This is an optimization exercise on Yosys and OpenROAD, whose aim is small area, a short achievable clock period and few clock cycles, not a production implementation.
Where RTL was checked, it was by simulation tests only, not by an equivalence proof against the original.
For run 2, only the layout was checked, not whether the RTL still works.
Power figures rest on the tool's default switching activity, not on a simulated workload.

===== flow/config.mk =====
export PLATFORM = sky130hd
export DESIGN_NAME = sha256_core
export DESIGN_NICKNAME = sha256_core
export VERILOG_FILES = /design/flow/design.v
export SDC_FILE = /design/flow/constraint.sdc
export NUM_CORES = 4
export LEC_CHECK = 0
export CAP_MARGIN = 20
export CORE_MARGIN = 2
export CORE_UTILIZATION = 60
export SLEW_MARGIN = 20

===== flow/constraint.sdc =====
create_clock -name core_clock -period 10.0 [get_ports {clk}]
set_input_delay 2.0000 -clock core_clock [delete_from_list [all_inputs] [get_ports {clk}]]
set_output_delay 2.0000 -clock core_clock [all_outputs]
set_load 0.01 [all_outputs]

===== flow/design.v =====
module sha256_core (
    input  wire         clk,
    input  wire         rst,         
    input  wire         start,
    input  wire [13:0]  len,         
    output wire         ready,
    input  wire         in_valid,
    input  wire [31:0]  in_data,
    output wire         in_ready,
    output reg          done,
    output wire [255:0] digest
);
    reg [1:0]  ph;           
    reg        run, fin;     
    reg [5:0]  kt;           
    reg        cur_first;    
    reg        cur_last;     
    reg        nf;           
    reg [31:0] a, b, c, d, e, f, g, p;
    reg [31:0] kq;           
    reg [31:0] w [0:15];
    reg [31:0] ra [0:3];     
    reg [31:0] re [0:3];     
    reg        busy;         
    reg        loading;      
    reg        pend;         
    reg        pend_first, pend_last;
    reg [13:0] mlen;
    reg [8:0]  blk, lastblk;
    reg        bfirst, blast;
    reg [12:0] hw_left;      
    reg        hw_nz, hw_one;
    reg [1:0]  rem;
    reg        p80;          
    reg [3:0]  j;            
    reg [3:0]  dsl;          
    reg [3:0]  sc;           
    integer i;
    reg [31:0] k1;
    always @(*) begin
        case (kt)
            6'd0:  k1 = 32'h71374491; 6'd1:  k1 = 32'hb5c0fbcf;
            6'd2:  k1 = 32'he9b5dba5; 6'd3:  k1 = 32'h3956c25b;
            6'd4:  k1 = 32'h59f111f1; 6'd5:  k1 = 32'h923f82a4;
            6'd6:  k1 = 32'hab1c5ed5; 6'd7:  k1 = 32'hd807aa98;
            6'd8:  k1 = 32'h12835b01; 6'd9:  k1 = 32'h243185be;
            6'd10: k1 = 32'h550c7dc3; 6'd11: k1 = 32'h72be5d74;
            6'd12: k1 = 32'h80deb1fe; 6'd13: k1 = 32'h9bdc06a7;
            6'd14: k1 = 32'hc19bf174; 6'd15: k1 = 32'he49b69c1;
            6'd16: k1 = 32'hefbe4786; 6'd17: k1 = 32'h0fc19dc6;
            6'd18: k1 = 32'h240ca1cc; 6'd19: k1 = 32'h2de92c6f;
            6'd20: k1 = 32'h4a7484aa; 6'd21: k1 = 32'h5cb0a9dc;
            6'd22: k1 = 32'h76f988da; 6'd23: k1 = 32'h983e5152;
            6'd24: k1 = 32'ha831c66d; 6'd25: k1 = 32'hb00327c8;
            6'd26: k1 = 32'hbf597fc7; 6'd27: k1 = 32'hc6e00bf3;
            6'd28: k1 = 32'hd5a79147; 6'd29: k1 = 32'h06ca6351;
            6'd30: k1 = 32'h14292967; 6'd31: k1 = 32'h27b70a85;
            6'd32: k1 = 32'h2e1b2138; 6'd33: k1 = 32'h4d2c6dfc;
            6'd34: k1 = 32'h53380d13; 6'd35: k1 = 32'h650a7354;
            6'd36: k1 = 32'h766a0abb; 6'd37: k1 = 32'h81c2c92e;
            6'd38: k1 = 32'h92722c85; 6'd39: k1 = 32'ha2bfe8a1;
            6'd40: k1 = 32'ha81a664b; 6'd41: k1 = 32'hc24b8b70;
            6'd42: k1 = 32'hc76c51a3; 6'd43: k1 = 32'hd192e819;
            6'd44: k1 = 32'hd6990624; 6'd45: k1 = 32'hf40e3585;
            6'd46: k1 = 32'h106aa070; 6'd47: k1 = 32'h19a4c116;
            6'd48: k1 = 32'h1e376c08; 6'd49: k1 = 32'h2748774c;
            6'd50: k1 = 32'h34b0bcb5; 6'd51: k1 = 32'h391c0cb3;
            6'd52: k1 = 32'h4ed8aa4a; 6'd53: k1 = 32'h5b9cca4f;
            6'd54: k1 = 32'h682e6ff3; 6'd55: k1 = 32'h748f82ee;
            6'd56: k1 = 32'h78a5636f; 6'd57: k1 = 32'h84c87814;
            6'd58: k1 = 32'h8cc70208; 6'd59: k1 = 32'h90befffa;
            6'd60: k1 = 32'ha4506ceb; 6'd61: k1 = 32'hbef9a3f7;
            6'd62: k1 = 32'hc67178f2; default: k1 = 32'h428a2f98;
        endcase
    end
    reg [31:0] iva, ive, ive_n;
    always @(*) begin
        case (ph)
            2'd0: begin iva = 32'ha54ff53a; ive = 32'h5be0cd19; ive_n = 32'h1f83d9ab; end
            2'd1: begin iva = 32'h3c6ef372; ive = 32'h1f83d9ab; ive_n = 32'h9b05688c; end
            2'd2: begin iva = 32'hbb67ae85; ive = 32'h9b05688c; ive_n = 32'h510e527f; end
            default: begin iva = 32'h6a09e667; ive = 32'h510e527f; ive_n = 32'h5be0cd19; end
        endcase
    end
    wire acc      = start && !busy;
    wire aligned  = (dsl == 4'd0);
    wire load_wr  = loading && aligned && (!hw_nz || in_valid);
    wire blk_done = load_wr && (j == 4'd15);
    wire ld_ok    = !run || (kt == 6'd0) || (kt >= 6'd52);
    wire ld_go    = (ph == 2'd3) && (busy || acc) && !loading && !pend && ld_ok;
    assign ready    = !busy;
    assign in_ready = loading && aligned && hw_nz;
    wire part = hw_one && (rem != 2'd0);
    reg [31:0] pmask, pconst;
    always @(*) begin
        pmask  = 32'h00000000;
        pconst = 32'h00000000;
        if (hw_nz) begin
            if (part) begin
                case (rem)
                    2'd1:    begin pmask = 32'hff000000; pconst = 32'h00800000; end
                    2'd2:    begin pmask = 32'hffff0000; pconst = 32'h00008000; end
                    default: begin pmask = 32'hffffff00; pconst = 32'h00000080; end
                endcase
            end else begin
                pmask = 32'hffffffff;
            end
        end else if (!p80) begin
            pconst = 32'h80000000;
        end else if ((j == 4'd15) && blast) begin
            pconst = {15'd0, mlen, 3'b000};
        end
    end
    wire [31:0] pw = (in_data & pmask) | pconst;
    wire eng_can = (fin && (ph == 2'd3)) || (!run && !fin);
    wire go      = eng_can && (sc == 4'd15) && (pend || blk_done);
    reg  fprep;   
    wire [31:0] S1  = {e[5:0], e[31:6]} ^ {e[10:0], e[31:11]} ^ {e[24:0], e[31:25]};
    wire [31:0] ch  = (e & f) ^ (~e & g);
    wire [31:0] S0  = {a[1:0], a[31:2]} ^ {a[12:0], a[31:13]} ^ {a[21:0], a[31:22]};
    wire [31:0] maj = (a & b) ^ (a & c) ^ (b & c);
    wire [31:0] t1s = p ^ S1 ^ ch;
    wire [31:0] t1c = {((p[30:0] & S1[30:0]) | (p[30:0] & ch[30:0]) | (S1[30:0] & ch[30:0])), 1'b0};
    wire [31:0] es  = t1s ^ t1c ^ d;
    wire [31:0] ec  = {((t1s[30:0] & t1c[30:0]) | (t1s[30:0] & d[30:0]) | (t1c[30:0] & d[30:0])), 1'b0};
    wire [31:0] u1s = t1s ^ t1c ^ S0;
    wire [31:0] u1c = {((t1s[30:0] & t1c[30:0]) | (t1s[30:0] & S0[30:0]) | (t1c[30:0] & S0[30:0])), 1'b0};
    wire [31:0] u2s = u1s ^ u1c ^ maj;
    wire [31:0] u2c = {((u1s[30:0] & u1c[30:0]) | (u1s[30:0] & maj[30:0]) | (u1c[30:0] & maj[30:0])), 1'b0};
    wire [31:0] e_new, a_new;
    add32_sk u_adde (.x(es), .y(ec), .s(e_new));
    add32_sk u_adda (.x(u2s), .y(u2c), .s(a_new));
    wire [31:0] s0w   = {w[1][6:0], w[1][31:7]} ^ {w[1][17:0], w[1][31:18]} ^ (w[1] >> 3);
    wire [31:0] s1w   = {w[14][16:0], w[14][31:17]} ^ {w[14][18:0], w[14][31:19]} ^ (w[14] >> 10);
    wire [31:0] wn1s, wn1c, wn2s, wn2c, w_new;
    csa32 u_wc1 (.x(s1w), .y(w[9]), .z(s0w), .s(wn1s), .c(wn1c));
    csa32 u_wc2 (.x(wn1s), .y(wn1c), .z(w[0]), .s(wn2s), .c(wn2c));
    add32_sk u_addw (.x(wn2s), .y(wn2c), .s(w_new));
    wire [31:0] hsel_e = cur_first ? ive_n : re[1];
    wire [31:0] pcs, pcc, p_sum;
    csa32 u_pc (.x(g), .y(fprep ? hsel_e : kq), .z(fprep ? 32'd0 : w[1]), .s(pcs), .c(pcc));
    add32_sk u_addp (.x(pcs), .y(pcc), .s(p_sum));
    wire [31:0] p_nxt  = (run || fin && (ph != 2'd3) || go) ? p_sum : g;
    wire [31:0] hsel_a = fin ? (cur_first ? iva : ra[0]) : 32'd0;
    wire [31:0] sum_a;
    add32_sk u_addf (.x(hsel_a), .y(d), .s(sum_a));
    assign digest = {ra[3], ra[2], ra[1], ra[0], re[3], re[2], re[1], re[0]};
    always @(posedge clk) begin
        a <= run ? a_new : (nf ? iva : sum_a);
        e <= run ? e_new : (nf ? ive : p);
        b <= a; c <= b; d <= c;
        f <= e; g <= f;
        p <= p_nxt;
        kq <= k1;
        for (i = 0; i < 15; i = i + 1)
            w[i] <= w[i+1];
        w[15] <= load_wr ? pw : (run ? w_new : w[0]);
        for (i = 0; i < 3; i = i + 1) begin
            ra[i] <= ra[i+1];
            re[i] <= re[i+1];
        end
        ra[3] <= fin ? sum_a : ra[0];
        re[3] <= fin ? p : re[0];
        if (acc) begin
            mlen    <= len;
            hw_left <= ({1'b0, len} + 15'd3) >> 2;
            hw_nz   <= (len != 14'd0);
            hw_one  <= (len != 14'd0) && (len <= 14'd4);
            rem     <= len[1:0];
            p80     <= 1'b0;
            blk     <= 9'd0;
            bfirst  <= 1'b1;
            lastblk <= ({1'b0, len} + 15'd8) >> 6;
            blast   <= (len < 14'd56);
        end else if (load_wr) begin
            if (hw_nz) begin
                hw_left <= hw_left - 13'd1;
                hw_nz   <= (hw_left != 13'd1);
                hw_one  <= (hw_left == 13'd2);
                if (part) p80 <= 1'b1;
            end else begin
                p80 <= 1'b1;
            end
            if (j == 4'd15) begin
                blk    <= blk + 9'd1;
                bfirst <= 1'b0;
                blast  <= ((blk + 9'd1) == lastblk);
            end
        end
        if (blk_done) begin
            pend_first <= bfirst;
            pend_last  <= blast;
        end
        if (ld_go) begin
            j   <= 4'd0;
            dsl <= 4'd0;
        end else if (loading) begin
            if (load_wr) j <= j + 4'd1;
            else         dsl <= dsl + 4'd1;
        end
        if (go) begin
            cur_first <= pend ? pend_first : bfirst;
            cur_last  <= pend ? pend_last  : blast;
        end
        if (rst) begin
            ph      <= 2'd0;
            sc      <= 4'd0;
            run     <= 1'b0;
            fin     <= 1'b0;
            kt      <= 6'd63;
            nf      <= 1'b1;
            done    <= 1'b0;
            fprep   <= 1'b0;
            busy    <= 1'b0;
            loading <= 1'b0;
            pend    <= 1'b0;
        end else begin
            ph   <= ph + 2'd1;
            sc   <= ld_go ? 4'd0 : sc + 4'd1;
            done <= fin && (ph == 2'd3) && cur_last;
            fprep <= (run && ((kt == 6'd63) || (kt == 6'd0))) || (fin && !ph[1]);
            if (go) begin
                run <= 1'b1;
                fin <= 1'b0;
                kt  <= 6'd1;
            end else if (run) begin
                kt <= kt + 6'd1;
                if (kt == 6'd0) begin
                    run <= 1'b0;
                    fin <= 1'b1;
                    nf  <= cur_last;
                    kt  <= 6'd63;
                end
            end else begin
                kt <= (sc == 4'd14) ? 6'd0 : 6'd63;
                if (fin && (ph == 2'd3))
                    fin <= 1'b0;
            end
            if (acc)
                busy <= 1'b1;
            else if (blk_done && blast)
                busy <= 1'b0;
            if (ld_go)
                loading <= 1'b1;
            else if (blk_done)
                loading <= 1'b0;
            if (blk_done && !go)
                pend <= 1'b1;
            else if (go)
                pend <= 1'b0;
        end
    end
endmodule
module csa32 (
    input  wire [31:0] x, y, z,
    output wire [31:0] s, c
);
    assign s = x ^ y ^ z;
    assign c = {(x[30:0] & y[30:0]) | (x[30:0] & z[30:0]) | (y[30:0] & z[30:0]), 1'b0};
endmodule
module add32_sk (
    input  wire [31:0] x,
    input  wire [31:0] y,
    output wire [31:0] s
);
    wire [31:0] p0 = x ^ y;
    wire [31:0] g0 = x & y;
    wire g_0_1 = g0[1] | (p0[1] & g0[0]);
    wire p_0_1 = p0[1] & p0[0];
    wire g_0_3 = g0[3] | (p0[3] & g0[2]);
    wire p_0_3 = p0[3] & p0[2];
    wire g_0_5 = g0[5] | (p0[5] & g0[4]);
    wire p_0_5 = p0[5] & p0[4];
    wire g_0_7 = g0[7] | (p0[7] & g0[6]);
    wire p_0_7 = p0[7] & p0[6];
    wire g_0_9 = g0[9] | (p0[9] & g0[8]);
    wire p_0_9 = p0[9] & p0[8];
    wire g_0_11 = g0[11] | (p0[11] & g0[10]);
    wire p_0_11 = p0[11] & p0[10];
    wire g_0_13 = g0[13] | (p0[13] & g0[12]);
    wire p_0_13 = p0[13] & p0[12];
    wire g_0_15 = g0[15] | (p0[15] & g0[14]);
    wire p_0_15 = p0[15] & p0[14];
    wire g_0_17 = g0[17] | (p0[17] & g0[16]);
    wire p_0_17 = p0[17] & p0[16];
    wire g_0_19 = g0[19] | (p0[19] & g0[18]);
    wire p_0_19 = p0[19] & p0[18];
    wire g_0_21 = g0[21] | (p0[21] & g0[20]);
    wire p_0_21 = p0[21] & p0[20];
    wire g_0_23 = g0[23] | (p0[23] & g0[22]);
    wire p_0_23 = p0[23] & p0[22];
    wire g_0_25 = g0[25] | (p0[25] & g0[24]);
    wire p_0_25 = p0[25] & p0[24];
    wire g_0_27 = g0[27] | (p0[27] & g0[26]);
    wire p_0_27 = p0[27] & p0[26];
    wire g_0_29 = g0[29] | (p0[29] & g0[28]);
    wire p_0_29 = p0[29] & p0[28];
    wire g_0_31 = g0[31] | (p0[31] & g0[30]);
    wire p_0_31 = p0[31] & p0[30];
    wire g_1_2 = g0[2] | (p0[2] & g_0_1);
    wire p_1_2 = p0[2] & p_0_1;
    wire g_1_3 = g_0_3 | (p_0_3 & g_0_1);
    wire p_1_3 = p_0_3 & p_0_1;
    wire g_1_6 = g0[6] | (p0[6] & g_0_5);
    wire p_1_6 = p0[6] & p_0_5;
    wire g_1_7 = g_0_7 | (p_0_7 & g_0_5);
    wire p_1_7 = p_0_7 & p_0_5;
    wire g_1_10 = g0[10] | (p0[10] & g_0_9);
    wire p_1_10 = p0[10] & p_0_9;
    wire g_1_11 = g_0_11 | (p_0_11 & g_0_9);
    wire p_1_11 = p_0_11 & p_0_9;
    wire g_1_14 = g0[14] | (p0[14] & g_0_13);
    wire p_1_14 = p0[14] & p_0_13;
    wire g_1_15 = g_0_15 | (p_0_15 & g_0_13);
    wire p_1_15 = p_0_15 & p_0_13;
    wire g_1_18 = g0[18] | (p0[18] & g_0_17);
    wire p_1_18 = p0[18] & p_0_17;
    wire g_1_19 = g_0_19 | (p_0_19 & g_0_17);
    wire p_1_19 = p_0_19 & p_0_17;
    wire g_1_22 = g0[22] | (p0[22] & g_0_21);
    wire p_1_22 = p0[22] & p_0_21;
    wire g_1_23 = g_0_23 | (p_0_23 & g_0_21);
    wire p_1_23 = p_0_23 & p_0_21;
    wire g_1_26 = g0[26] | (p0[26] & g_0_25);
    wire p_1_26 = p0[26] & p_0_25;
    wire g_1_27 = g_0_27 | (p_0_27 & g_0_25);
    wire p_1_27 = p_0_27 & p_0_25;
    wire g_1_30 = g0[30] | (p0[30] & g_0_29);
    wire p_1_30 = p0[30] & p_0_29;
    wire g_1_31 = g_0_31 | (p_0_31 & g_0_29);
    wire p_1_31 = p_0_31 & p_0_29;
    wire g_2_4 = g0[4] | (p0[4] & g_1_3);
    wire p_2_4 = p0[4] & p_1_3;
    wire g_2_5 = g_0_5 | (p_0_5 & g_1_3);
    wire p_2_5 = p_0_5 & p_1_3;
    wire g_2_6 = g_1_6 | (p_1_6 & g_1_3);
    wire p_2_6 = p_1_6 & p_1_3;
    wire g_2_7 = g_1_7 | (p_1_7 & g_1_3);
    wire p_2_7 = p_1_7 & p_1_3;
    wire g_2_12 = g0[12] | (p0[12] & g_1_11);
    wire p_2_12 = p0[12] & p_1_11;
    wire g_2_13 = g_0_13 | (p_0_13 & g_1_11);
    wire p_2_13 = p_0_13 & p_1_11;
    wire g_2_14 = g_1_14 | (p_1_14 & g_1_11);
    wire p_2_14 = p_1_14 & p_1_11;
    wire g_2_15 = g_1_15 | (p_1_15 & g_1_11);
    wire p_2_15 = p_1_15 & p_1_11;
    wire g_2_20 = g0[20] | (p0[20] & g_1_19);
    wire p_2_20 = p0[20] & p_1_19;
    wire g_2_21 = g_0_21 | (p_0_21 & g_1_19);
    wire p_2_21 = p_0_21 & p_1_19;
    wire g_2_22 = g_1_22 | (p_1_22 & g_1_19);
    wire p_2_22 = p_1_22 & p_1_19;
    wire g_2_23 = g_1_23 | (p_1_23 & g_1_19);
    wire p_2_23 = p_1_23 & p_1_19;
    wire g_2_28 = g0[28] | (p0[28] & g_1_27);
    wire p_2_28 = p0[28] & p_1_27;
    wire g_2_29 = g_0_29 | (p_0_29 & g_1_27);
    wire p_2_29 = p_0_29 & p_1_27;
    wire g_2_30 = g_1_30 | (p_1_30 & g_1_27);
    wire p_2_30 = p_1_30 & p_1_27;
    wire g_2_31 = g_1_31 | (p_1_31 & g_1_27);
    wire p_2_31 = p_1_31 & p_1_27;
    wire g_3_8 = g0[8] | (p0[8] & g_2_7);
    wire p_3_8 = p0[8] & p_2_7;
    wire g_3_9 = g_0_9 | (p_0_9 & g_2_7);
    wire p_3_9 = p_0_9 & p_2_7;
    wire g_3_10 = g_1_10 | (p_1_10 & g_2_7);
    wire p_3_10 = p_1_10 & p_2_7;
    wire g_3_11 = g_1_11 | (p_1_11 & g_2_7);
    wire p_3_11 = p_1_11 & p_2_7;
    wire g_3_12 = g_2_12 | (p_2_12 & g_2_7);
    wire p_3_12 = p_2_12 & p_2_7;
    wire g_3_13 = g_2_13 | (p_2_13 & g_2_7);
    wire p_3_13 = p_2_13 & p_2_7;
    wire g_3_14 = g_2_14 | (p_2_14 & g_2_7);
    wire p_3_14 = p_2_14 & p_2_7;
    wire g_3_15 = g_2_15 | (p_2_15 & g_2_7);
    wire p_3_15 = p_2_15 & p_2_7;
    wire g_3_24 = g0[24] | (p0[24] & g_2_23);
    wire p_3_24 = p0[24] & p_2_23;
    wire g_3_25 = g_0_25 | (p_0_25 & g_2_23);
    wire p_3_25 = p_0_25 & p_2_23;
    wire g_3_26 = g_1_26 | (p_1_26 & g_2_23);
    wire p_3_26 = p_1_26 & p_2_23;
    wire g_3_27 = g_1_27 | (p_1_27 & g_2_23);
    wire p_3_27 = p_1_27 & p_2_23;
    wire g_3_28 = g_2_28 | (p_2_28 & g_2_23);
    wire p_3_28 = p_2_28 & p_2_23;
    wire g_3_29 = g_2_29 | (p_2_29 & g_2_23);
    wire p_3_29 = p_2_29 & p_2_23;
    wire g_3_30 = g_2_30 | (p_2_30 & g_2_23);
    wire p_3_30 = p_2_30 & p_2_23;
    wire g_3_31 = g_2_31 | (p_2_31 & g_2_23);
    wire p_3_31 = p_2_31 & p_2_23;
    wire g_4_16 = g0[16] | (p0[16] & g_3_15);
    wire p_4_16 = p0[16] & p_3_15;
    wire g_4_17 = g_0_17 | (p_0_17 & g_3_15);
    wire p_4_17 = p_0_17 & p_3_15;
    wire g_4_18 = g_1_18 | (p_1_18 & g_3_15);
    wire p_4_18 = p_1_18 & p_3_15;
    wire g_4_19 = g_1_19 | (p_1_19 & g_3_15);
    wire p_4_19 = p_1_19 & p_3_15;
    wire g_4_20 = g_2_20 | (p_2_20 & g_3_15);
    wire p_4_20 = p_2_20 & p_3_15;
    wire g_4_21 = g_2_21 | (p_2_21 & g_3_15);
    wire p_4_21 = p_2_21 & p_3_15;
    wire g_4_22 = g_2_22 | (p_2_22 & g_3_15);
    wire p_4_22 = p_2_22 & p_3_15;
    wire g_4_23 = g_2_23 | (p_2_23 & g_3_15);
    wire p_4_23 = p_2_23 & p_3_15;
    wire g_4_24 = g_3_24 | (p_3_24 & g_3_15);
    wire p_4_24 = p_3_24 & p_3_15;
    wire g_4_25 = g_3_25 | (p_3_25 & g_3_15);
    wire p_4_25 = p_3_25 & p_3_15;
    wire g_4_26 = g_3_26 | (p_3_26 & g_3_15);
    wire p_4_26 = p_3_26 & p_3_15;
    wire g_4_27 = g_3_27 | (p_3_27 & g_3_15);
    wire p_4_27 = p_3_27 & p_3_15;
    wire g_4_28 = g_3_28 | (p_3_28 & g_3_15);
    wire p_4_28 = p_3_28 & p_3_15;
    wire g_4_29 = g_3_29 | (p_3_29 & g_3_15);
    wire p_4_29 = p_3_29 & p_3_15;
    wire g_4_30 = g_3_30 | (p_3_30 & g_3_15);
    wire p_4_30 = p_3_30 & p_3_15;
    wire g_4_31 = g_3_31 | (p_3_31 & g_3_15);
    wire p_4_31 = p_3_31 & p_3_15;
    wire [31:0] cy = {g_4_30, g_4_29, g_4_28, g_4_27, g_4_26, g_4_25, g_4_24, g_4_23, g_4_22, g_4_21, g_4_20, g_4_19, g_4_18, g_4_17, g_4_16, g_3_15, g_3_14, g_3_13, g_3_12, g_3_11, g_3_10, g_3_9, g_3_8, g_2_7, g_2_6, g_2_5, g_2_4, g_1_3, g_1_2, g_0_1, g0[0], 1'b0};
    assign s = p0 ^ cy;
endmodule
module add32_bk (
    input  wire [31:0] x,
    input  wire [31:0] y,
    output wire [31:0] s
);
    wire [31:0] p0 = x ^ y;
    wire [31:0] g0 = x & y;
    wire g_0_1 = g0[1] | (p0[1] & g0[0]);
    wire p_0_1 = p0[1] & p0[0];
    wire g_0_3 = g0[3] | (p0[3] & g0[2]);
    wire p_0_3 = p0[3] & p0[2];
    wire g_0_5 = g0[5] | (p0[5] & g0[4]);
    wire p_0_5 = p0[5] & p0[4];
    wire g_0_7 = g0[7] | (p0[7] & g0[6]);
    wire p_0_7 = p0[7] & p0[6];
    wire g_0_9 = g0[9] | (p0[9] & g0[8]);
    wire p_0_9 = p0[9] & p0[8];
    wire g_0_11 = g0[11] | (p0[11] & g0[10]);
    wire p_0_11 = p0[11] & p0[10];
    wire g_0_13 = g0[13] | (p0[13] & g0[12]);
    wire p_0_13 = p0[13] & p0[12];
    wire g_0_15 = g0[15] | (p0[15] & g0[14]);
    wire p_0_15 = p0[15] & p0[14];
    wire g_0_17 = g0[17] | (p0[17] & g0[16]);
    wire p_0_17 = p0[17] & p0[16];
    wire g_0_19 = g0[19] | (p0[19] & g0[18]);
    wire p_0_19 = p0[19] & p0[18];
    wire g_0_21 = g0[21] | (p0[21] & g0[20]);
    wire p_0_21 = p0[21] & p0[20];
    wire g_0_23 = g0[23] | (p0[23] & g0[22]);
    wire p_0_23 = p0[23] & p0[22];
    wire g_0_25 = g0[25] | (p0[25] & g0[24]);
    wire p_0_25 = p0[25] & p0[24];
    wire g_0_27 = g0[27] | (p0[27] & g0[26]);
    wire p_0_27 = p0[27] & p0[26];
    wire g_0_29 = g0[29] | (p0[29] & g0[28]);
    wire p_0_29 = p0[29] & p0[28];
    wire g_0_31 = g0[31] | (p0[31] & g0[30]);
    wire p_0_31 = p0[31] & p0[30];
    wire g_1_3 = g_0_3 | (p_0_3 & g_0_1);
    wire p_1_3 = p_0_3 & p_0_1;
    wire g_1_7 = g_0_7 | (p_0_7 & g_0_5);
    wire p_1_7 = p_0_7 & p_0_5;
    wire g_1_11 = g_0_11 | (p_0_11 & g_0_9);
    wire p_1_11 = p_0_11 & p_0_9;
    wire g_1_15 = g_0_15 | (p_0_15 & g_0_13);
    wire p_1_15 = p_0_15 & p_0_13;
    wire g_1_19 = g_0_19 | (p_0_19 & g_0_17);
    wire p_1_19 = p_0_19 & p_0_17;
    wire g_1_23 = g_0_23 | (p_0_23 & g_0_21);
    wire p_1_23 = p_0_23 & p_0_21;
    wire g_1_27 = g_0_27 | (p_0_27 & g_0_25);
    wire p_1_27 = p_0_27 & p_0_25;
    wire g_1_31 = g_0_31 | (p_0_31 & g_0_29);
    wire p_1_31 = p_0_31 & p_0_29;
    wire g_2_7 = g_1_7 | (p_1_7 & g_1_3);
    wire p_2_7 = p_1_7 & p_1_3;
    wire g_2_15 = g_1_15 | (p_1_15 & g_1_11);
    wire p_2_15 = p_1_15 & p_1_11;
    wire g_2_23 = g_1_23 | (p_1_23 & g_1_19);
    wire p_2_23 = p_1_23 & p_1_19;
    wire g_2_31 = g_1_31 | (p_1_31 & g_1_27);
    wire p_2_31 = p_1_31 & p_1_27;
    wire g_3_15 = g_2_15 | (p_2_15 & g_2_7);
    wire p_3_15 = p_2_15 & p_2_7;
    wire g_3_31 = g_2_31 | (p_2_31 & g_2_23);
    wire p_3_31 = p_2_31 & p_2_23;
    wire g_4_31 = g_3_31 | (p_3_31 & g_3_15);
    wire p_4_31 = p_3_31 & p_3_15;
    wire g_5_23 = g_2_23 | (p_2_23 & g_3_15);
    wire p_5_23 = p_2_23 & p_3_15;
    wire g_6_11 = g_1_11 | (p_1_11 & g_2_7);
    wire p_6_11 = p_1_11 & p_2_7;
    wire g_6_19 = g_1_19 | (p_1_19 & g_3_15);
    wire p_6_19 = p_1_19 & p_3_15;
    wire g_6_27 = g_1_27 | (p_1_27 & g_5_23);
    wire p_6_27 = p_1_27 & p_5_23;
    wire g_7_5 = g_0_5 | (p_0_5 & g_1_3);
    wire p_7_5 = p_0_5 & p_1_3;
    wire g_7_9 = g_0_9 | (p_0_9 & g_2_7);
    wire p_7_9 = p_0_9 & p_2_7;
    wire g_7_13 = g_0_13 | (p_0_13 & g_6_11);
    wire p_7_13 = p_0_13 & p_6_11;
    wire g_7_17 = g_0_17 | (p_0_17 & g_3_15);
    wire p_7_17 = p_0_17 & p_3_15;
    wire g_7_21 = g_0_21 | (p_0_21 & g_6_19);
    wire p_7_21 = p_0_21 & p_6_19;
    wire g_7_25 = g_0_25 | (p_0_25 & g_5_23);
    wire p_7_25 = p_0_25 & p_5_23;
    wire g_7_29 = g_0_29 | (p_0_29 & g_6_27);
    wire p_7_29 = p_0_29 & p_6_27;
    wire g_8_2 = g0[2] | (p0[2] & g_0_1);
    wire p_8_2 = p0[2] & p_0_1;
    wire g_8_4 = g0[4] | (p0[4] & g_1_3);
    wire p_8_4 = p0[4] & p_1_3;
    wire g_8_6 = g0[6] | (p0[6] & g_7_5);
    wire p_8_6 = p0[6] & p_7_5;
    wire g_8_8 = g0[8] | (p0[8] & g_2_7);
    wire p_8_8 = p0[8] & p_2_7;
    wire g_8_10 = g0[10] | (p0[10] & g_7_9);
    wire p_8_10 = p0[10] & p_7_9;
    wire g_8_12 = g0[12] | (p0[12] & g_6_11);
    wire p_8_12 = p0[12] & p_6_11;
    wire g_8_14 = g0[14] | (p0[14] & g_7_13);
    wire p_8_14 = p0[14] & p_7_13;
    wire g_8_16 = g0[16] | (p0[16] & g_3_15);
    wire p_8_16 = p0[16] & p_3_15;
    wire g_8_18 = g0[18] | (p0[18] & g_7_17);
    wire p_8_18 = p0[18] & p_7_17;
    wire g_8_20 = g0[20] | (p0[20] & g_6_19);
    wire p_8_20 = p0[20] & p_6_19;
    wire g_8_22 = g0[22] | (p0[22] & g_7_21);
    wire p_8_22 = p0[22] & p_7_21;
    wire g_8_24 = g0[24] | (p0[24] & g_5_23);
    wire p_8_24 = p0[24] & p_5_23;
    wire g_8_26 = g0[26] | (p0[26] & g_7_25);
    wire p_8_26 = p0[26] & p_7_25;
    wire g_8_28 = g0[28] | (p0[28] & g_6_27);
    wire p_8_28 = p0[28] & p_6_27;
    wire g_8_30 = g0[30] | (p0[30] & g_7_29);
    wire p_8_30 = p0[30] & p_7_29;
    wire [31:0] cy = {g_8_30, g_7_29, g_8_28, g_6_27, g_8_26, g_7_25, g_8_24, g_5_23, g_8_22, g_7_21, g_8_20, g_6_19, g_8_18, g_7_17, g_8_16, g_3_15, g_8_14, g_7_13, g_8_12, g_6_11, g_8_10, g_7_9, g_8_8, g_2_7, g_8_6, g_7_5, g_8_4, g_1_3, g_8_2, g_0_1, g0[0], 1'b0};
    assign s = p0 ^ cy;
endmodule
module add32_ks (
    input  wire [31:0] x,
    input  wire [31:0] y,
    output wire [31:0] s
);
    wire [31:0] p0 = x ^ y;
    wire [31:0] g0 = x & y;
    wire g_0_1 = g0[1] | (p0[1] & g0[0]);
    wire p_0_1 = p0[1] & p0[0];
    wire g_0_2 = g0[2] | (p0[2] & g0[1]);
    wire p_0_2 = p0[2] & p0[1];
    wire g_0_3 = g0[3] | (p0[3] & g0[2]);
    wire p_0_3 = p0[3] & p0[2];
    wire g_0_4 = g0[4] | (p0[4] & g0[3]);
    wire p_0_4 = p0[4] & p0[3];
    wire g_0_5 = g0[5] | (p0[5] & g0[4]);
    wire p_0_5 = p0[5] & p0[4];
    wire g_0_6 = g0[6] | (p0[6] & g0[5]);
    wire p_0_6 = p0[6] & p0[5];
    wire g_0_7 = g0[7] | (p0[7] & g0[6]);
    wire p_0_7 = p0[7] & p0[6];
    wire g_0_8 = g0[8] | (p0[8] & g0[7]);
    wire p_0_8 = p0[8] & p0[7];
    wire g_0_9 = g0[9] | (p0[9] & g0[8]);
    wire p_0_9 = p0[9] & p0[8];
    wire g_0_10 = g0[10] | (p0[10] & g0[9]);
    wire p_0_10 = p0[10] & p0[9];
    wire g_0_11 = g0[11] | (p0[11] & g0[10]);
    wire p_0_11 = p0[11] & p0[10];
    wire g_0_12 = g0[12] | (p0[12] & g0[11]);
    wire p_0_12 = p0[12] & p0[11];
    wire g_0_13 = g0[13] | (p0[13] & g0[12]);
    wire p_0_13 = p0[13] & p0[12];
    wire g_0_14 = g0[14] | (p0[14] & g0[13]);
    wire p_0_14 = p0[14] & p0[13];
    wire g_0_15 = g0[15] | (p0[15] & g0[14]);
    wire p_0_15 = p0[15] & p0[14];
    wire g_0_16 = g0[16] | (p0[16] & g0[15]);
    wire p_0_16 = p0[16] & p0[15];
    wire g_0_17 = g0[17] | (p0[17] & g0[16]);
    wire p_0_17 = p0[17] & p0[16];
    wire g_0_18 = g0[18] | (p0[18] & g0[17]);
    wire p_0_18 = p0[18] & p0[17];
    wire g_0_19 = g0[19] | (p0[19] & g0[18]);
    wire p_0_19 = p0[19] & p0[18];
    wire g_0_20 = g0[20] | (p0[20] & g0[19]);
    wire p_0_20 = p0[20] & p0[19];
    wire g_0_21 = g0[21] | (p0[21] & g0[20]);
    wire p_0_21 = p0[21] & p0[20];
    wire g_0_22 = g0[22] | (p0[22] & g0[21]);
    wire p_0_22 = p0[22] & p0[21];
    wire g_0_23 = g0[23] | (p0[23] & g0[22]);
    wire p_0_23 = p0[23] & p0[22];
    wire g_0_24 = g0[24] | (p0[24] & g0[23]);
    wire p_0_24 = p0[24] & p0[23];
    wire g_0_25 = g0[25] | (p0[25] & g0[24]);
    wire p_0_25 = p0[25] & p0[24];
    wire g_0_26 = g0[26] | (p0[26] & g0[25]);
    wire p_0_26 = p0[26] & p0[25];
    wire g_0_27 = g0[27] | (p0[27] & g0[26]);
    wire p_0_27 = p0[27] & p0[26];
    wire g_0_28 = g0[28] | (p0[28] & g0[27]);
    wire p_0_28 = p0[28] & p0[27];
    wire g_0_29 = g0[29] | (p0[29] & g0[28]);
    wire p_0_29 = p0[29] & p0[28];
    wire g_0_30 = g0[30] | (p0[30] & g0[29]);
    wire p_0_30 = p0[30] & p0[29];
    wire g_0_31 = g0[31] | (p0[31] & g0[30]);
    wire p_0_31 = p0[31] & p0[30];
    wire g_1_2 = g_0_2 | (p_0_2 & g0[0]);
    wire p_1_2 = p_0_2 & p0[0];
    wire g_1_3 = g_0_3 | (p_0_3 & g_0_1);
    wire p_1_3 = p_0_3 & p_0_1;
    wire g_1_4 = g_0_4 | (p_0_4 & g_0_2);
    wire p_1_4 = p_0_4 & p_0_2;
    wire g_1_5 = g_0_5 | (p_0_5 & g_0_3);
    wire p_1_5 = p_0_5 & p_0_3;
    wire g_1_6 = g_0_6 | (p_0_6 & g_0_4);
    wire p_1_6 = p_0_6 & p_0_4;
    wire g_1_7 = g_0_7 | (p_0_7 & g_0_5);
    wire p_1_7 = p_0_7 & p_0_5;
    wire g_1_8 = g_0_8 | (p_0_8 & g_0_6);
    wire p_1_8 = p_0_8 & p_0_6;
    wire g_1_9 = g_0_9 | (p_0_9 & g_0_7);
    wire p_1_9 = p_0_9 & p_0_7;
    wire g_1_10 = g_0_10 | (p_0_10 & g_0_8);
    wire p_1_10 = p_0_10 & p_0_8;
    wire g_1_11 = g_0_11 | (p_0_11 & g_0_9);
    wire p_1_11 = p_0_11 & p_0_9;
    wire g_1_12 = g_0_12 | (p_0_12 & g_0_10);
    wire p_1_12 = p_0_12 & p_0_10;
    wire g_1_13 = g_0_13 | (p_0_13 & g_0_11);
    wire p_1_13 = p_0_13 & p_0_11;
    wire g_1_14 = g_0_14 | (p_0_14 & g_0_12);
    wire p_1_14 = p_0_14 & p_0_12;
    wire g_1_15 = g_0_15 | (p_0_15 & g_0_13);
    wire p_1_15 = p_0_15 & p_0_13;
    wire g_1_16 = g_0_16 | (p_0_16 & g_0_14);
    wire p_1_16 = p_0_16 & p_0_14;
    wire g_1_17 = g_0_17 | (p_0_17 & g_0_15);
    wire p_1_17 = p_0_17 & p_0_15;
    wire g_1_18 = g_0_18 | (p_0_18 & g_0_16);
    wire p_1_18 = p_0_18 & p_0_16;
    wire g_1_19 = g_0_19 | (p_0_19 & g_0_17);
    wire p_1_19 = p_0_19 & p_0_17;
    wire g_1_20 = g_0_20 | (p_0_20 & g_0_18);
    wire p_1_20 = p_0_20 & p_0_18;
    wire g_1_21 = g_0_21 | (p_0_21 & g_0_19);
    wire p_1_21 = p_0_21 & p_0_19;
    wire g_1_22 = g_0_22 | (p_0_22 & g_0_20);
    wire p_1_22 = p_0_22 & p_0_20;
    wire g_1_23 = g_0_23 | (p_0_23 & g_0_21);
    wire p_1_23 = p_0_23 & p_0_21;
    wire g_1_24 = g_0_24 | (p_0_24 & g_0_22);
    wire p_1_24 = p_0_24 & p_0_22;
    wire g_1_25 = g_0_25 | (p_0_25 & g_0_23);
    wire p_1_25 = p_0_25 & p_0_23;
    wire g_1_26 = g_0_26 | (p_0_26 & g_0_24);
    wire p_1_26 = p_0_26 & p_0_24;
    wire g_1_27 = g_0_27 | (p_0_27 & g_0_25);
    wire p_1_27 = p_0_27 & p_0_25;
    wire g_1_28 = g_0_28 | (p_0_28 & g_0_26);
    wire p_1_28 = p_0_28 & p_0_26;
    wire g_1_29 = g_0_29 | (p_0_29 & g_0_27);
    wire p_1_29 = p_0_29 & p_0_27;
    wire g_1_30 = g_0_30 | (p_0_30 & g_0_28);
    wire p_1_30 = p_0_30 & p_0_28;
    wire g_1_31 = g_0_31 | (p_0_31 & g_0_29);
    wire p_1_31 = p_0_31 & p_0_29;
    wire g_2_4 = g_1_4 | (p_1_4 & g0[0]);
    wire p_2_4 = p_1_4 & p0[0];
    wire g_2_5 = g_1_5 | (p_1_5 & g_0_1);
    wire p_2_5 = p_1_5 & p_0_1;
    wire g_2_6 = g_1_6 | (p_1_6 & g_1_2);
    wire p_2_6 = p_1_6 & p_1_2;
    wire g_2_7 = g_1_7 | (p_1_7 & g_1_3);
    wire p_2_7 = p_1_7 & p_1_3;
    wire g_2_8 = g_1_8 | (p_1_8 & g_1_4);
    wire p_2_8 = p_1_8 & p_1_4;
    wire g_2_9 = g_1_9 | (p_1_9 & g_1_5);
    wire p_2_9 = p_1_9 & p_1_5;
    wire g_2_10 = g_1_10 | (p_1_10 & g_1_6);
    wire p_2_10 = p_1_10 & p_1_6;
    wire g_2_11 = g_1_11 | (p_1_11 & g_1_7);
    wire p_2_11 = p_1_11 & p_1_7;
    wire g_2_12 = g_1_12 | (p_1_12 & g_1_8);
    wire p_2_12 = p_1_12 & p_1_8;
    wire g_2_13 = g_1_13 | (p_1_13 & g_1_9);
    wire p_2_13 = p_1_13 & p_1_9;
    wire g_2_14 = g_1_14 | (p_1_14 & g_1_10);
    wire p_2_14 = p_1_14 & p_1_10;
    wire g_2_15 = g_1_15 | (p_1_15 & g_1_11);
    wire p_2_15 = p_1_15 & p_1_11;
    wire g_2_16 = g_1_16 | (p_1_16 & g_1_12);
    wire p_2_16 = p_1_16 & p_1_12;
    wire g_2_17 = g_1_17 | (p_1_17 & g_1_13);
    wire p_2_17 = p_1_17 & p_1_13;
    wire g_2_18 = g_1_18 | (p_1_18 & g_1_14);
    wire p_2_18 = p_1_18 & p_1_14;
    wire g_2_19 = g_1_19 | (p_1_19 & g_1_15);
    wire p_2_19 = p_1_19 & p_1_15;
    wire g_2_20 = g_1_20 | (p_1_20 & g_1_16);
    wire p_2_20 = p_1_20 & p_1_16;
    wire g_2_21 = g_1_21 | (p_1_21 & g_1_17);
    wire p_2_21 = p_1_21 & p_1_17;
    wire g_2_22 = g_1_22 | (p_1_22 & g_1_18);
    wire p_2_22 = p_1_22 & p_1_18;
    wire g_2_23 = g_1_23 | (p_1_23 & g_1_19);
    wire p_2_23 = p_1_23 & p_1_19;
    wire g_2_24 = g_1_24 | (p_1_24 & g_1_20);
    wire p_2_24 = p_1_24 & p_1_20;
    wire g_2_25 = g_1_25 | (p_1_25 & g_1_21);
    wire p_2_25 = p_1_25 & p_1_21;
    wire g_2_26 = g_1_26 | (p_1_26 & g_1_22);
    wire p_2_26 = p_1_26 & p_1_22;
    wire g_2_27 = g_1_27 | (p_1_27 & g_1_23);
    wire p_2_27 = p_1_27 & p_1_23;
    wire g_2_28 = g_1_28 | (p_1_28 & g_1_24);
    wire p_2_28 = p_1_28 & p_1_24;
    wire g_2_29 = g_1_29 | (p_1_29 & g_1_25);
    wire p_2_29 = p_1_29 & p_1_25;
    wire g_2_30 = g_1_30 | (p_1_30 & g_1_26);
    wire p_2_30 = p_1_30 & p_1_26;
    wire g_2_31 = g_1_31 | (p_1_31 & g_1_27);
    wire p_2_31 = p_1_31 & p_1_27;
    wire g_3_8 = g_2_8 | (p_2_8 & g0[0]);
    wire p_3_8 = p_2_8 & p0[0];
    wire g_3_9 = g_2_9 | (p_2_9 & g_0_1);
    wire p_3_9 = p_2_9 & p_0_1;
    wire g_3_10 = g_2_10 | (p_2_10 & g_1_2);
    wire p_3_10 = p_2_10 & p_1_2;
    wire g_3_11 = g_2_11 | (p_2_11 & g_1_3);
    wire p_3_11 = p_2_11 & p_1_3;
    wire g_3_12 = g_2_12 | (p_2_12 & g_2_4);
    wire p_3_12 = p_2_12 & p_2_4;
    wire g_3_13 = g_2_13 | (p_2_13 & g_2_5);
    wire p_3_13 = p_2_13 & p_2_5;
    wire g_3_14 = g_2_14 | (p_2_14 & g_2_6);
    wire p_3_14 = p_2_14 & p_2_6;
    wire g_3_15 = g_2_15 | (p_2_15 & g_2_7);
    wire p_3_15 = p_2_15 & p_2_7;
    wire g_3_16 = g_2_16 | (p_2_16 & g_2_8);
    wire p_3_16 = p_2_16 & p_2_8;
    wire g_3_17 = g_2_17 | (p_2_17 & g_2_9);
    wire p_3_17 = p_2_17 & p_2_9;
    wire g_3_18 = g_2_18 | (p_2_18 & g_2_10);
    wire p_3_18 = p_2_18 & p_2_10;
    wire g_3_19 = g_2_19 | (p_2_19 & g_2_11);
    wire p_3_19 = p_2_19 & p_2_11;
    wire g_3_20 = g_2_20 | (p_2_20 & g_2_12);
    wire p_3_20 = p_2_20 & p_2_12;
    wire g_3_21 = g_2_21 | (p_2_21 & g_2_13);
    wire p_3_21 = p_2_21 & p_2_13;
    wire g_3_22 = g_2_22 | (p_2_22 & g_2_14);
    wire p_3_22 = p_2_22 & p_2_14;
    wire g_3_23 = g_2_23 | (p_2_23 & g_2_15);
    wire p_3_23 = p_2_23 & p_2_15;
    wire g_3_24 = g_2_24 | (p_2_24 & g_2_16);
    wire p_3_24 = p_2_24 & p_2_16;
    wire g_3_25 = g_2_25 | (p_2_25 & g_2_17);
    wire p_3_25 = p_2_25 & p_2_17;
    wire g_3_26 = g_2_26 | (p_2_26 & g_2_18);
    wire p_3_26 = p_2_26 & p_2_18;
    wire g_3_27 = g_2_27 | (p_2_27 & g_2_19);
    wire p_3_27 = p_2_27 & p_2_19;
    wire g_3_28 = g_2_28 | (p_2_28 & g_2_20);
    wire p_3_28 = p_2_28 & p_2_20;
    wire g_3_29 = g_2_29 | (p_2_29 & g_2_21);
    wire p_3_29 = p_2_29 & p_2_21;
    wire g_3_30 = g_2_30 | (p_2_30 & g_2_22);
    wire p_3_30 = p_2_30 & p_2_22;
    wire g_3_31 = g_2_31 | (p_2_31 & g_2_23);
    wire p_3_31 = p_2_31 & p_2_23;
    wire g_4_16 = g_3_16 | (p_3_16 & g0[0]);
    wire p_4_16 = p_3_16 & p0[0];
    wire g_4_17 = g_3_17 | (p_3_17 & g_0_1);
    wire p_4_17 = p_3_17 & p_0_1;
    wire g_4_18 = g_3_18 | (p_3_18 & g_1_2);
    wire p_4_18 = p_3_18 & p_1_2;
    wire g_4_19 = g_3_19 | (p_3_19 & g_1_3);
    wire p_4_19 = p_3_19 & p_1_3;
    wire g_4_20 = g_3_20 | (p_3_20 & g_2_4);
    wire p_4_20 = p_3_20 & p_2_4;
    wire g_4_21 = g_3_21 | (p_3_21 & g_2_5);
    wire p_4_21 = p_3_21 & p_2_5;
    wire g_4_22 = g_3_22 | (p_3_22 & g_2_6);
    wire p_4_22 = p_3_22 & p_2_6;
    wire g_4_23 = g_3_23 | (p_3_23 & g_2_7);
    wire p_4_23 = p_3_23 & p_2_7;
    wire g_4_24 = g_3_24 | (p_3_24 & g_3_8);
    wire p_4_24 = p_3_24 & p_3_8;
    wire g_4_25 = g_3_25 | (p_3_25 & g_3_9);
    wire p_4_25 = p_3_25 & p_3_9;
    wire g_4_26 = g_3_26 | (p_3_26 & g_3_10);
    wire p_4_26 = p_3_26 & p_3_10;
    wire g_4_27 = g_3_27 | (p_3_27 & g_3_11);
    wire p_4_27 = p_3_27 & p_3_11;
    wire g_4_28 = g_3_28 | (p_3_28 & g_3_12);
    wire p_4_28 = p_3_28 & p_3_12;
    wire g_4_29 = g_3_29 | (p_3_29 & g_3_13);
    wire p_4_29 = p_3_29 & p_3_13;
    wire g_4_30 = g_3_30 | (p_3_30 & g_3_14);
    wire p_4_30 = p_3_30 & p_3_14;
    wire g_4_31 = g_3_31 | (p_3_31 & g_3_15);
    wire p_4_31 = p_3_31 & p_3_15;
    wire [31:0] cy = {g_4_30, g_4_29, g_4_28, g_4_27, g_4_26, g_4_25, g_4_24, g_4_23, g_4_22, g_4_21, g_4_20, g_4_19, g_4_18, g_4_17, g_4_16, g_3_15, g_3_14, g_3_13, g_3_12, g_3_11, g_3_10, g_3_9, g_3_8, g_2_7, g_2_6, g_2_5, g_2_4, g_1_3, g_1_2, g_0_1, g0[0], 1'b0};
    assign s = p0 ^ cy;
endmodule

===== flow/flow/run.sh =====
#!/bin/bash
# Own flow: the standard layout (standard synthesis, floorplan, placement,
# CTS, routing) run through standard.sh, with three changes to how the layout
# is made: a tighter setup-repair target, single-drive port buffers, and CTS
# without dummy loads. The full make output goes to standard_flow.log; ORFS
# keeps each step's own log under orfs/logs/.
set -euo pipefail
SETUP_MARGIN=${SETUP_MARGIN:-5.5}
bash standard.sh \
  SETUP_SLACK_MARGIN=$SETUP_MARGIN \
  "BUFFER_PORTS_ARGS=-buffer_cell sky130_fd_sc_hd__buf_1" \
  "CTS_ARGS=-sink_clustering_enable -repair_clock_nets -dont_use_dummy_load" \
  finish > standard_flow.log 2>&1

===== flow/standard.sh =====
#!/bin/bash
# synth_recipe.tcl (not shown) runs the flow's synth.tcl, then flattens the netlist and writes it again
# the make line also repeats each setting of config.mk as NAME=value (left out here)
make -C /OpenROAD-flow-scripts/flow DESIGN_CONFIG=/design/flow/config.mk WORK_HOME=/design/flow/orfs CLKGATE_MAP_FILE= SYNTH_SCRIPT=/design/flow/synth_recipe.tcl "${@:-finish}"

==> impl_metrics.env, run 1 <==
export IMPL_setup_viol=0
export IMPL_syn_to_final_growth_pct=14.4
export IMPL_muxShareOfSynthArea=0.0271
export IMPL_yosysTopAreaCell="dfxtp_1"
export IMPL_cts_buffers=107
export IMPL_synthArstFlopShare=0
export IMPL_postRouteAntennaNets=0
export IMPL_synth_xor_area_frac=0.0870
export IMPL_avgSynthCellArea_um2=11.0
export IMPL_cts_tree="yes"
export IMPL_wl_um=134000
export IMPL_synth_flop_cell="dfxtp_1"
export IMPL_hold_ws_ns=0.267
export IMPL_clock_latency_ns=0.71
export IMPL_boundaryPins=309
export IMPL_post_synth_and_or_nand_nor_area_fraction=0.0772
export IMPL_path_class="flip-flop to flip-flop"
export IMPL_yosys_area_share_adder=0.153
export IMPL_num_rows=101
export IMPL_antenna_found_initial=5
export IMPL_finalHoldViolCount=0
export IMPL_post_route_min_period_ns=4.67
export IMPL_cts_buffer_depth=3
export IMPL_arrival_ns=5.20
export IMPL_grt_pass1_vias=30149
export IMPL_ys_warn_count=7
export IMPL_grt_start_max_net_pins=76
export IMPL_path_clk_slew_ns=0.06
export IMPL_max_freq_ghz=0.214
export IMPL_power_density_nw_per_um2=272
export IMPL_die_h_um=280
export IMPL_yosys_register_bits=1138
export IMPL_hold_class="flip-flop to flip-flop"
export IMPL_numPortBuffers=308
export IMPL_grt_total_usage=0.336
export IMPL_worst_slack_ns=5.33
export IMPL_outcome="finished clean"
export IMPL_max_cap_violations=0
export IMPL_core_area_um2=75700
export IMPL_worstMarginPinSlew_ns=1.24
export IMPL_clock_skew_ns=0.135
export IMPL_netlist_top_cells_area="dfxtp_1 (48%), fa_1 (9.6%), xnor2_1 (5.7%), ha_1 (5.3%), xor2_1 (3.0%)"
export IMPL_fillers=5705
export IMPL_synth_edff_count=43
export IMPL_num_vias=31772
export IMPL_clock_root_buffer="clkbuf_16"
export IMPL_initial_core_util=0.603
export IMPL_dieArea_um2=78400
export IMPL_syn_nets=4614
export IMPL_worstSetupStartpointType="flip-flop"
export IMPL_nets=4982
export IMPL_wire_per_inst_um=24.3
export IMPL_dr_pass1_iters=6
export IMPL_synth_top_family_by_area="adder cells"
export IMPL_synth_area_um2=45700
export IMPL_yosysTopAreaCellShare=0.480
export IMPL_cp_max_fo=3
export IMPL_die_x_um=280
export IMPL_cp_end_kind="flip-flop"
export IMPL_grt_pass1_wl_um=194000
export IMPL_viasPerCell=5.78
export IMPL_gp_congestion=0.977
export IMPL_place_inst=5315
export IMPL_drive_above_1_share=0.116
export IMPL_post_place_ws_ns=4.61
export IMPL_finalMaxSlewViolations=0
export IMPL_drt_iter0_markers=3278
export IMPL_numClockSinks=1138
export IMPL_required_ns=10.53
export IMPL_vdd_drop_max_uv=211
export IMPL_yosysSeqAreaShare=0.508
export IMPL_synth_compound_area_frac=0.114
export IMPL_fin_cells=5496
export IMPL_drc=0
export IMPL_hold_buffers=0
export IMPL_p_leak_uw=0.0217
export IMPL_htreeDepth=3
export IMPL_fin_setup_tns_ns=0
export IMPL_ys_types=80
export IMPL_rsz0062_at_grt="true"
export IMPL_finalCritPeriodShare=0.467
export IMPL_dpl_hpwl_um=99600
export IMPL_syn_inst=4151
export IMPL_overflow=0
export IMPL_slew_headroom=0.170
path summary, 6_finish.rpt:
check	slack (ns)	start	to	depth (start not counted)
min reg2reg	0.27	w[12][17]	w[11][17]	0
max	5.33	e[15]	a[22]	18
max reg2reg	5.33	e[15]	a[22]	18
min	0.27	w[12][17]	w[11][17]	0
cell type report:
type	count	area, um^2	share of cell area
multi-input combinational	2614	22000	0.420
sequential	1138	23400	0.448
inverter	248	947	0.0181
antenna	1	2.50	0.0000479
timing repair buffer	409	2040	0.0391
timing repair inverter	1	6.26	0.000120
clock buffer	107	2680	0.0513
tap	978	1220	0.0234
synth_stat cells (9+ instances only):
cell type	n
a221o_1	12
o21ai_0	227
dfxtp_1	1095
buf_1	25
fa_1	220
a31oi_1	40
nand2b_1	38
a22oi_1	13
inv_1	244
xor2_1	157
o22ai_1	14
o21bai_1	25
o211ai_1	20
or3_1	12
o21a_1	13
a21oi_1	242
nand4_1	13
and3_1	21
xnor2_1	297
nor2_1	250
edfxtp_1	43
a21o_1	73
clkbuf_1	122
and2_1	13
a221oi_1	16
a31o_2	9
nor3_1	41
nor2b_1	47
mux2_2	57
nand2_1	266
a211oi_1	30
maj3_1	18
ha_1	193
nand3_1	51
o31ai_1	10
a21boi_0	14
mux2i_1	55
placed cells by master, fill, tap and decap left out, drive strengths merged, types with 73 or more instances in the layout:
| cell type | count |
|---|---|
| a21oi | 242 |
| clkbuf | 109 |
| nor2 | 250 |
| xnor2 | 297 |
| nand2 | 266 |
| fa | 220 |
| o21ai | 231 |
| a21o | 73 |
| dfxtp | 1095 |
| xor2 | 157 |
| inv | 248 |
| buf | 407 |
| ha | 193 |
stage by stage:
stage / total power (uW) / utilization / instance area [um^2]
after floorplan: 8810 / - / 45700
after global placement: 9880 / 0.631 / 47800
after detailed placement: 9920 / 0.631 / 47800
after CTS: 13800 / 0.677 / 51200
after global routing: 15000 / 0.690 / 52200
final: 14200 / 0.690 / 52200
logic make-up (layout without fill, tap and decap cells):
| group | Yosys count | in the layout |
|---|---|---|
| DFF | 1138 | 1138 |
| AOI/OAI and AO/OA | 832 | 832 |
| adders and majority gates | 431 | 431 |
| xor gates and xnor gates | 454 | 454 |
| buffers and inverters | 399 | 765 |
| and+or+nand+nor | 783 | 783 |
| other | 0 | 1 |
| muxes | 114 | 114 |
timing repair:
item,CTS,global route
pin swaps,36,58
resized for setup,160,149
gates cloned,1,2
setup buffers,30,40
setup endpoints to repair,75,50
power by group:
part	switching, uW	total [uW]	internal (uW)
sequential	280	5100	4820
clock	1540	3400	1860
combinational	3060	5730	2670
total	4880	14200	9350
per-layer routing:
metal / vias up / share of wire / GRT usage / wire length, um
met5: - / 0.00017 / 0 / 23
met3: 316 / 0.088 / 0.0525 / 11700
li1: 14657 / - / - / -
met4: 4 / 0.043 / 0.129 / 5770
met2: 1466 / 0.43 / 0.504 / 57100
met1: 15329 / 0.44 / 0.491 / 58900
state kept, by name, summed over array words and instances, names as in the netlist, 6 cells and up:
register,flops
w,512
ra,128
re,128
a,32
b,32
c,32
d,32
e,32
f,32
g,32
kq,32
p,32
mlen,14
hw_left,13
blk,9
lastblk,9
kt,6
worst max-delay path, cell delays in order (launching register included):
cell      delay, ns
dfxtp_4        0.34
xor2_1         0.16
xnor2_1        0.23
fa_2           0.54
fa_1           0.50
inv_1          0.05
fa_1           0.46
ha_1           0.30
o211ai_1       0.13
o211ai_1       0.14
buf_4          0.16
a21oi_4        0.21
buf_6          0.13
nor2_2         0.04
a41o_1         0.24
or2_2          0.30
a21o_1         0.19
xor2_1         0.15
a221o_1        0.29
Testbench counts, summed over its fixed seeds: cycles 53,064.
==> run 2, diff against run 1 <==
--- a/flow/design.v
+++ b/flow/design.v
@@ -26,8 +26,8 @@
     reg        pend;         
     reg        pend_first, pend_last;
     reg [13:0] mlen;
-    reg [8:0]  blk, lastblk;
-    reg        bfirst, blast;
+    reg        bfirst;       
+    reg        blast;        
     reg [12:0] hw_left;      
     reg        hw_nz, hw_one;
     reg [1:0]  rem;
@@ -130,20 +130,19 @@
     wire [31:0] e_new, a_new;
     add32_sk u_adde (.x(es), .y(ec), .s(e_new));
     add32_sk u_adda (.x(u2s), .y(u2c), .s(a_new));
+    wire [31:0] hsel_a = fin ? (cur_first ? iva : ra[0]) : 32'd0;
     wire [31:0] s0w   = {w[1][6:0], w[1][31:7]} ^ {w[1][17:0], w[1][31:18]} ^ (w[1] >> 3);
     wire [31:0] s1w   = {w[14][16:0], w[14][31:17]} ^ {w[14][18:0], w[14][31:19]} ^ (w[14] >> 10);
     wire [31:0] wn1s, wn1c, wn2s, wn2c, w_new;
     csa32 u_wc1 (.x(s1w), .y(w[9]), .z(s0w), .s(wn1s), .c(wn1c));
     csa32 u_wc2 (.x(wn1s), .y(wn1c), .z(w[0]), .s(wn2s), .c(wn2c));
-    add32_sk u_addw (.x(wn2s), .y(wn2c), .s(w_new));
+    add32_sk u_addw (.x(run ? wn2s : hsel_a), .y(run ? wn2c : d), .s(w_new));
     wire [31:0] hsel_e = cur_first ? ive_n : re[1];
     wire [31:0] pcs, pcc, p_sum;
     csa32 u_pc (.x(g), .y(fprep ? hsel_e : kq), .z(fprep ? 32'd0 : w[1]), .s(pcs), .c(pcc));
     add32_sk u_addp (.x(pcs), .y(pcc), .s(p_sum));
     wire [31:0] p_nxt  = (run || fin && (ph != 2'd3) || go) ? p_sum : g;
-    wire [31:0] hsel_a = fin ? (cur_first ? iva : ra[0]) : 32'd0;
-    wire [31:0] sum_a;
-    add32_sk u_addf (.x(hsel_a), .y(d), .s(sum_a));
+    wire [31:0] sum_a = w_new;
     assign digest = {ra[3], ra[2], ra[1], ra[0], re[3], re[2], re[1], re[0]};
     always @(posedge clk) begin
         a <= run ? a_new : (nf ? iva : sum_a);
@@ -168,10 +167,7 @@
             hw_one  <= (len != 14'd0) && (len <= 14'd4);
             rem     <= len[1:0];
             p80     <= 1'b0;
-            blk     <= 9'd0;
             bfirst  <= 1'b1;
-            lastblk <= ({1'b0, len} + 15'd8) >> 6;
-            blast   <= (len < 14'd56);
         end else if (load_wr) begin
             if (hw_nz) begin
                 hw_left <= hw_left - 13'd1;
@@ -181,11 +177,8 @@
             end else begin
                 p80 <= 1'b1;
             end
-            if (j == 4'd15) begin
-                blk    <= blk + 9'd1;
+            if (j == 4'd15)
                 bfirst <= 1'b0;
-                blast  <= ((blk + 9'd1) == lastblk);
-            end
         end
         if (blk_done) begin
             pend_first <= bfirst;
@@ -194,6 +187,8 @@
         if (ld_go) begin
             j   <= 4'd0;
             dsl <= 4'd0;
+            blast <= acc ? (len < 14'd56)
+                         : ((hw_left <= 13'd13) || ((hw_left == 13'd14) && (rem != 2'd0)));
         end else if (loading) begin
             if (load_wr) j <= j + 4'd1;
             else         dsl <= dsl + 4'd1;
==> flow/flow/run.sh (replaced) <==
#!/bin/bash
# Own flow: the standard layout (standard synthesis, floorplan, placement,
# CTS, routing) run through standard.sh, with three changes to how the layout
# is made: a tighter setup-repair target, single-drive port buffers, and CTS
# with larger sink clusters and without dummy loads. The full make output goes
# to standard_flow.log; ORFS keeps each step's own log under orfs/logs/.
set -euo pipefail
SETUP_MARGIN=${SETUP_MARGIN:-5.5}
bash standard.sh \
  SETUP_SLACK_MARGIN=$SETUP_MARGIN \
  "BUFFER_PORTS_ARGS=-buffer_cell sky130_fd_sc_hd__buf_1" \
  "CTS_ARGS=-sink_clustering_enable -repair_clock_nets -dont_use_dummy_load -sink_clustering_size 30 -sink_clustering_max_diameter 100" \
  finish > standard_flow.log 2>&1
--- a/flow/config.mk
+++ b/flow/config.mk
@@ -7,5 +7,6 @@
 export LEC_CHECK = 0
 export CAP_MARGIN = 20
 export CORE_MARGIN = 2
-export CORE_UTILIZATION = 60
+export CORE_UTILIZATION = 70
+export PLACE_DENSITY = 0.78
 export SLEW_MARGIN = 20
==> impl_metrics.env, run 2 <==
export IMPL_die_h_um=256
export IMPL_worstPathCellList="xnor2_1 > xnor2_1 > fa_1 > fa_1 > nand2_1 > o21ai_0 > ha_1 > a21oi_1 > o21ai_0 > a221oi_2 > buf_4 > o211ai_1 > nand3_2 > mux2i_2 > o2111ai_2 > a21boi_2"
export IMPL_rsz0062_at_grt="true"
export IMPL_syn_nets=4440
export IMPL_arrival_ns=5.46
export IMPL_num_vias=32393
export IMPL_viasPerCell=6.29
export IMPL_placed_cell_area_um2=46200
export IMPL_wire_per_inst_um=28.4
export IMPL_clock_latency_ns=0.66
export IMPL_grt_total_usage=0.430
export IMPL_fin_setup_tns_ns=0
export IMPL_seq_area_um2=23000
export IMPL_post_route_min_period_ns=4.99
export IMPL_stdcell_area_um2=49600
export IMPL_worst_slack_ns=5.01
export IMPL_yosysTopAreaCell="dfxtp_1"
export IMPL_grt_start_max_net_pins=102
export IMPL_hold_buffers=0
export IMPL_yosysSeqAreaShare=0.513
export IMPL_power_density_nw_per_um2=256
export IMPL_dpl_hpwl_um=109000
export IMPL_dieArea_um2=65400
export IMPL_reg_top3="w: 512 flops, ra: 128 flops, re: 128 flops"
export IMPL_initial_core_util=0.705
export IMPL_r2r_setup_slack_ns=5.01
export IMPL_ys_types=81
export IMPL_cts_buffer_depth=3
export IMPL_cp_end_kind="flip-flop"
export IMPL_worstMarginPinSlew_ns=1.02
export IMPL_htreeDepth=2
export IMPL_drive_above_1_share=0.130
export IMPL_gp_congestion=1.05
export IMPL_cp_max_fo=4
export IMPL_yosysMostFrequentCell="dfxtp_1"
export IMPL_required_ns=10.47
export IMPL_netlist_top_cells_area="dfxtp_1 (49%), fa_1 (9.8%), xnor2_1 (5.2%), ha_1 (4.6%), xor2_1 (2.9%)"
export IMPL_ys_warn_count=7
export IMPL_post_place_ws_ns=4.62
export IMPL_num_rows=92
export IMPL_synth_area_um2=44300
export IMPL_avgSynthCellArea_um2=11.1
export IMPL_cp_slowest_cell="dfxtp_1"
export IMPL_fillers=3937
export IMPL_multi_input_area_um2=21500
export IMPL_grt_pass1_vias=31033
export IMPL_max_freq_ghz=0.200
export IMPL_grt_pass1_wl_um=205000
export IMPL_synthTopCellsByCount="dfxtp_1 (1086), nand2_1 (267), xnor2_1 (263), o21ai_0 (251), a21oi_1 (249)"
export IMPL_slowest_delay_ns=0.54
export IMPL_boundaryPins=309
export IMPL_path_class="flip-flop to flip-flop"
export IMPL_finalCritPeriodShare=0.499
export IMPL_die_x_um=256
export IMPL_cp_top_family="adder cells"
export IMPL_synth_flop_cell="dfxtp_1"
export IMPL_wl_um=146000
export IMPL_synth_edff_count=34
export IMPL_postRouteAntennaNets=0
export IMPL_yosys_register_bits=1120
export IMPL_drt_iter0_markers=4573
export IMPL_final_common_cell="dfxtp_1"
export IMPL_vdd_drop_max_uv=247
export IMPL_setup_viol=0
export IMPL_numClockSinks=1120
export IMPL_clock_skew_ns=0.0773
export IMPL_max_cap_violations=0
export IMPL_syn_inst=4011
export IMPL_finalMaxSlewViolations=0
export IMPL_nets=4737
export IMPL_largest_register_ffs=512
export IMPL_path_clk_slew_ns=0.11
export IMPL_dr_pass1_iters=9
export IMPL_clock_root_buffer="clkbuf_16"
export IMPL_yosysTopAreaCellShare=0.490
export IMPL_drc=0
export IMPL_syn_to_final_growth_pct=11.9
export IMPL_top_register="w"
export IMPL_overflow=0
export IMPL_slew_headroom=0.317
export IMPL_p_leak_uw=0.0205
export IMPL_final_cell_mix="dfxtp_1 (997), buf_1 (308), nand2_1 (262)"
export IMPL_cts_tree="yes"
export IMPL_cts_buffers=46
export IMPL_critical_path_buf_inv_count=1
export IMPL_finalCoreUtilization=0.789
export IMPL_synthArstFlopShare=0
export IMPL_numPortBuffers=308
export IMPL_finalHoldViolCount=0
export IMPL_worstSetupStartpointType="flip-flop"
export IMPL_outcome="finished clean"
export IMPL_antenna_found_initial=10
export IMPL_core_area_um2=62900
export IMPL_hold_class="flip-flop to flip-flop"
-- run 2: kinds of logic (layout without fill, tap and decap cells) --
| group | count (synthesis) | in the layout | share of synthesized area |
|---|---|---|---|
| AOI/OAI and AO/OA | 810 | 810 | 0.112 |
| xor gates and xnor gates | 409 | 409 | 0.0808 |
| adders and majority gates | 397 | 397 | 0.148 |
| buffers and inverters | 412 | 707 | 0.0350 |
| DFF | 1120 | 1120 | 0.513 |
| muxes | 163 | 163 | 0.0409 |
| other | 0 | 2 | 0 |
| and+or+nand+nor | 700 | 700 | 0.0706 |
-- run 2: stage by stage --
step	cells	total power (uW)	hold WS, ns
final	5154	12700	0.293
after global routing	5153	13300	0.290
after CTS	5097	12100	0.298
after detailed placement	5027	9510	0.312
after global placement	5026	9420	0.310
after floorplan	4011	8320	0.310
-- run 2: layout make-up --
class                           instances  share of cell area
Clock buffer                           46              0.0232
Timing Repair Buffer                  412              0.0409
Tap cell                              846              0.0213
Multi-Input combinational cell       2479               0.432
Antenna cell                            2            0.000101
Inverter                              249              0.0191
Sequential cell                      1120               0.463
-- run 2: final timing paths --
kind / startpoint / to / depth (start not counted)
min: w[15][27] / w[14][27] / 0
max: w[14][29] / a[31] / 16
min reg2reg: w[15][27] / w[14][27] / 0
max reg2reg: w[14][29] / a[31] / 16
-- run 2: power breakdown --
| group | internal, uW | total [uW] | switching [uW] |
|---|---|---|---|
| Clock | 829 | 2150 | 1320 |
| Sequential | 4730 | 5030 | 306 |
| Combinational | 2510 | 5520 | 3010 |
| Total | 8070 | 12700 | 4630 |
-- run 2: what timing repair did --
item / 4_1_cts / 5_1_grt
pin swaps: 49 / 77
cloned: 0 / 2
hold endpoints to repair: 0 / 0
buffers inserted: 24 / 52
resized for setup: 195 / 205
endpoints found under the setup margin: 99 / 77
-- run 2: routing by layer --
layer / GRT usage / vias to the layer above / wire (um)
li1: - / 13977 / -
met1: 0.566 / 15619 / 54000
met2: 0.637 / 2229 / 61600
met3: 0.129 / 558 / 19800
met4: 0.239 / 10 / 10700
met5: 0 / - / 69

-- what the ideal ports hide --
In the flow no input, the clock included, has a driving cell. The finished layouts below were timed again as built, in two steps. Step 1 sets driving cells, clkbuf_16 on the clock port and buf_2 on the other inputs (assumed; they add their load-dependent delay and slew). Step 2 times the ports against the registers' clock, not the clock port: input delays grow and output delays shrink by t, the midpoint of the rising clock arrivals with the driver on. Three values: no drivers, after step 1, after step 2; two values: the first two.
run | shift t [ns] | setup slack, ns | clock arrival spread, ns | worst slew at a driven data input, ns
run 1 | 0.719 | 5.327 / 5.327 / 5.046 | 0.141 / 0.141 | 0.05
run 2 | 0.687 | 5.010 / 5.010 / 5.010 | 0.078 / 0.078 | 0.07
After both steps setup and hold are still met in every run listed. For run 1, which loses most, drivers alone change the setup slack by 0.000 ns; drivers and shift together by -0.281 ns.
